Background: an optimization exercise with open tools, aiming at small area, a short achievable clock period and few clock cycles. Do not read the settings as production practice.
Only simulation tests tie the RTL to the original design; equivalence was not proved.
No activity file was given, so power comes from the tool's default toggle rates.

== run C ==
## frame_codec
module frame_codec (
    input  wire       clk,
    input  wire       rst,
    input  wire       enc_valid,
    input  wire [7:0] enc_data,
    output wire       enc_ready,
    output wire       tx_valid,
    output wire [7:0] tx_data,
    output wire       tx_last,
    input  wire       tx_ready,
    input  wire       rx_valid,
    input  wire [7:0] rx_data,
    input  wire       rx_last,
    output wire       rx_ready,
    output wire       body_valid,
    output wire [7:0] body_data,
    input  wire       body_ready,
    output wire       res_valid,
    output wire [2:0] res_cause,
    input  wire       res_ready
);
    frame_encoder u_enc (
        .clk(clk), .rst(rst),
        .in_valid(enc_valid), .in_data(enc_data), .in_ready(enc_ready),
        .tx_valid(tx_valid), .tx_data(tx_data), .tx_last(tx_last),
        .tx_ready(tx_ready)
    );
    frame_decoder u_dec (
        .clk(clk), .rst(rst),
        .rx_valid(rx_valid), .rx_data(rx_data), .rx_last(rx_last),
        .rx_ready(rx_ready),
        .body_valid(body_valid), .body_data(body_data), .body_ready(body_ready),
        .res_valid(res_valid), .res_cause(res_cause), .res_ready(res_ready)
  ...
==> module frame_decoder, before the edit <==
module frame_decoder (
    input  wire       clk,
    input  wire       rst,
    input  wire       rx_valid,
    input  wire [7:0] rx_data,
    input  wire       rx_last,
    output reg        rx_ready,
    output reg        body_valid,
    output reg  [7:0] body_data,
    input  wire       body_ready,
    output reg        res_valid,
    output reg  [2:0] res_cause,
    input  wire       res_ready
);
    localparam [7:0] START = 8'h7E;
    localparam [7:0] ESC   = 8'h7D;
    localparam [2:0] C_OK     = 3'd0,
                     C_MARKER = 3'd1,
                     C_TRUNC  = 3'd2,
                     C_LENGTH = 3'd3,
                     C_CRC    = 3'd4;
    localparam [3:0] D_START = 4'd0,
                     D_OP    = 4'd1,
                     D_LEN   = 4'd2,
                     D_PAY   = 4'd3,
                     D_CRCL  = 4'd4,
                     D_CRCH  = 4'd5,
                     D_DONE  = {1'b1, C_OK},
                     D_EMARK = {1'b1, C_MARKER},
                     D_ELEN  = {1'b1, C_LENGTH},
                     D_ECRC  = {1'b1, C_CRC};
    reg  [3:0]  dph;
    reg         escf;
    reg  [7:0]  remain;      
    reg         lo_ok;       
    reg  [15:0] crc;
    wire [15:0] crc_nxt;
    reg         bs_valid;
    reg  [7:0]  bs_data;
    reg         rs_valid;
    reg  [2:0]  rs_cause;
    wire crc_feed;
    crc16_serial u_crc (.crc(crc), .din(rx_data), .feed(crc_feed), .nxt(crc_nxt));
    wire   take     = rx_valid && rx_ready;
    wire in_frame   = (dph == D_OP) || (dph == D_LEN) || (dph == D_PAY) ||
                      (dph == D_CRCL) || (dph == D_CRCH);
    wire body_ph    = (dph == D_OP) || (dph == D_LEN) || (dph == D_PAY);
    wire is_esc     = (rx_data == ESC);
    wire is_content = in_frame && (escf || !is_esc);
    wire is_body    = body_ph && (escf || !is_esc);
    wire hi_ok      = (crc[15:8] == rx_data);
    reg [3:0] dph_nxt;
    always @(*) begin
        dph_nxt = dph;
        case (dph)
        D_START: dph_nxt = (rx_data == START) ? D_OP : D_EMARK;
        D_OP:    if (is_content) dph_nxt = D_LEN;
        D_LEN:   if (is_content) dph_nxt = (rx_data == 8'd0) ? D_CRCL : D_PAY;
        D_PAY:   if (is_content && remain == 8'd1) dph_nxt = D_CRCL;
        D_CRCL:  if (is_content) dph_nxt = D_CRCH;
        D_CRCH:  if (is_content) dph_nxt = (lo_ok && hi_ok) ? D_DONE : D_ECRC;
        D_DONE:  dph_nxt = D_ELEN;
        default: ;
        endcase
    end
    wire crch_c  = (dph == D_CRCH) && is_content;
    wire good    = lo_ok && hi_ok;
    wire mark_n  = (dph == D_START) && (rx_data != START);
    wire len_n   = (dph == D_DONE) || (dph == D_ELEN);
    wire [2:0] cause_nxt;
    assign cause_nxt[2] = (dph == D_ECRC) || (crch_c && !good);
    assign cause_nxt[1] = len_n || ((dph == D_START) && !mark_n) || (in_frame && !crch_c);
    assign cause_nxt[0] = len_n || mark_n || (dph == D_EMARK);
    wire push_b = take && is_body;
    wire push_r = take && rx_last;
    wire crc_shift = rst || (take && (rx_last || (dph == D_START)));
    assign crc_feed = !rst && !rx_last && (dph != D_START);
    always @(posedge clk) begin
        if (push_b || crc_shift)
            crc <= crc_nxt;
    end
    always @(posedge clk) begin
        if (take && is_content) begin
            if (dph == D_LEN) remain <= rx_data;
            else              remain <= remain - 8'd1;
            lo_ok <= (crc[7:0] == rx_data);
        end
    end
    wire bs_valid_n = body_valid && !body_ready && (bs_valid || push_b);
    wire rs_valid_n = res_valid && !res_ready && (rs_valid || push_r);
    always @(posedge clk) begin
        if (!body_valid || body_ready) body_data <= bs_valid ? bs_data : rx_data;
        if (!bs_valid)                 bs_data   <= rx_data;
        if (!res_valid || res_ready)   res_cause <= rs_valid ? rs_cause : cause_nxt;
        if (!rs_valid)                 rs_cause  <= cause_nxt;
    end
    always @(posedge clk) begin
        if (rst) begin
            body_valid <= 1'b0;
            bs_valid   <= 1'b0;
            res_valid  <= 1'b0;
            rs_valid   <= 1'b0;
            rx_ready   <= 1'b1;
        end else begin
            body_valid <= bs_valid || push_b || (body_valid && !body_ready);
            bs_valid   <= bs_valid_n;
            res_valid  <= rs_valid || push_r || (res_valid && !res_ready);
            rs_valid   <= rs_valid_n;
            rx_ready   <= !bs_valid_n && !rs_valid_n;
        end
    end
    always @(posedge clk) begin
        if (take)
            escf <= in_frame && !escf && is_esc;
    end
    always @(posedge clk) begin
        if (rst)
            dph <= D_START;
        else if (take)
            dph <= rx_last ? D_START : dph_nxt;
    end
endmodule
Settings: LEC_CHECK=0, ABC_AREA=1, ABC_CLOCK_PERIOD_IN_PS=2000, CAP_MARGIN=20, CORE_MARGIN=2, CORE_UTILIZATION=40, SETUP_SLACK_MARGIN=2.5, SLEW_MARGIN=20, TNS_END_PERCENT=0, BUFFER_PORTS_ARGS=-buffer_cell sky130_fd_sc_hd__buf_1, CTS_ARGS=-sink_clustering_enable -repair_clock_nets -buf_list sky130_fd_sc_hd__clkbuf_8 -dont_use_dummy_load; clock period 4.0 ns.
standard.sh (not shown) runs the stock make flow with config.mk's settings and CLKGATE_MAP_FILE= SYNTH_SCRIPT=/design/flow/synth_recipe.tcl, a recipe that flattens the netlist after the stock synthesis.
==> flow/flow/run.sh <==
#!/bin/bash
# Standard ORFS layout with three changes:
#  - synthesis is the standard flow's own script, except that the ABC mapping step runs
#    flow/deep.abc (deeper AIG optimisation, area mapping) in place of
#    abc_area.script; registers are mapped before ABC and are untouched,
#  - the port buffers are inserted as small buf_1 cells (the resizer still
#    upsizes any that timing needs),
#  - clock tree synthesis with clkbuf_8 and no dummy loads.
# Each tool's log is under orfs/logs; make's output is in standard.log.
set -euo pipefail
cat >> config.mk <<'CFG'
export BUFFER_PORTS_ARGS = -buffer_cell sky130_fd_sc_hd__buf_1
export CTS_ARGS = -sink_clustering_enable -repair_clock_nets -buf_list sky130_fd_sc_hd__clkbuf_8 -dont_use_dummy_load
CFG
export MY_ABC_SCRIPT="$PWD/flow/deep.abc"
{
  cat <<'TCL'
proc abc {args} {
  set i [lsearch -exact $args -script]
  if {$i >= 0} { set args [lreplace $args [expr {$i+1}] [expr {$i+1}] $::env(MY_ABC_SCRIPT)] }
  yosys abc {*}$args
}
TCL
  cat synth_recipe.tcl
} > my_synth.tcl
sed "s|SYNTH_SCRIPT=[^ ]*synth_recipe.tcl|SYNTH_SCRIPT=$PWD/my_synth.tcl|" standard.sh > my_standard.sh
grep -q "SYNTH_SCRIPT=$PWD/my_synth.tcl" my_standard.sh
bash my_standard.sh > standard.log 2>&1
==> flow/flow/deep.abc <==
strash
&get -n
&deepsyn -T 60
&put
dch
map -B 0.9
topo
stime -c
buffer -c
upsize -c
dnsize -c
Testbench counts of run C, summed over its fixed seeds: cycles 4,443.
Here is what was changed in the inputs of run P compared with run C.
-- flow/design.v --
<<< run C, line 195
        endcase
    end
    wire crch_c  = (dph == D_CRCH) && is_content;
    wire good    = lo_ok && hi_ok;
    wire mark_n  = (dph == D_START) && (rx_data != START);
    wire len_n   = (dph == D_DONE) || (dph == D_ELEN);
    wire [2:0] cause_nxt;
    assign cause_nxt[2] = (dph == D_ECRC) || (crch_c && !good);
    assign cause_nxt[1] = len_n || ((dph == D_START) && !mark_n) || (in_frame && !crch_c);
    assign cause_nxt[0] = len_n || mark_n || (dph == D_EMARK);
    wire push_b = take && is_body;
    wire push_r = take && rx_last;
>>> run P, line 195
        endcase
    end
    wire [2:0] cause_nxt = dph_nxt[3] ? dph_nxt[2:0] : C_TRUNC;
    wire push_b = take && is_body;
    wire push_r = take && rx_last;
Notes after the runs:
Delta (run P minus run C): hold slack shows no meaningful change; power density over the cells shows a reduction of about 16%; post-route worst setup slack shows a reduction of 0.063 ns; time the worst path needs with I/O delays and setup shows an increase of 0.063 ns; leakage power summed over all cells shows a reduction of about 4%. Run C → run P: overall fraction of global-route tracks in use stayed essentially flat; worst path required time rose by 0.03 ns; wire length of the first global-routing pass fell by 890 um; switching power total fell by about 30%; combinational cell fraction of total power fell by 8.1 points.
Testbench counts of run P, summed over its fixed seeds: cycles 4,443.

[afterwards: timing with drivers on the ports]
How much do the figures lean on ideal ports? The routed layouts below were timed once more, with nothing changed but the port constraints. Step 1 (the two cells are an assumption about what drives the block):
set clk [get_ports {clk}]
set_driving_cell -lib_cell sky130_fd_sc_hd__clkbuf_16 $clk
set_driving_cell -lib_cell sky130_fd_sc_hd__buf_2 [delete_from_list [all_inputs] $clk]
Step 2 moves the port delays by t, midway between the first and last clock arrival at a register: inputs arrive t later, outputs are due t later. That takes back most of the time a late clock gives input paths. Three values: no drivers, after step 1, after step 2; two values: the first two.
run | t, ns | setup WS [ns] | latest minus earliest clock arrival (ns)
run C | 0.399 | 2.289 / 2.256 / 1.902 | 0.032 / 0.031
run P | 0.403 | 2.227 / 2.217 / 1.825 | 0.030 / 0.030
After both steps setup and hold are still met in every run listed. For run P, which loses most, drivers alone change the setup slack by -0.010 ns; drivers and shift together by -0.402 ns.
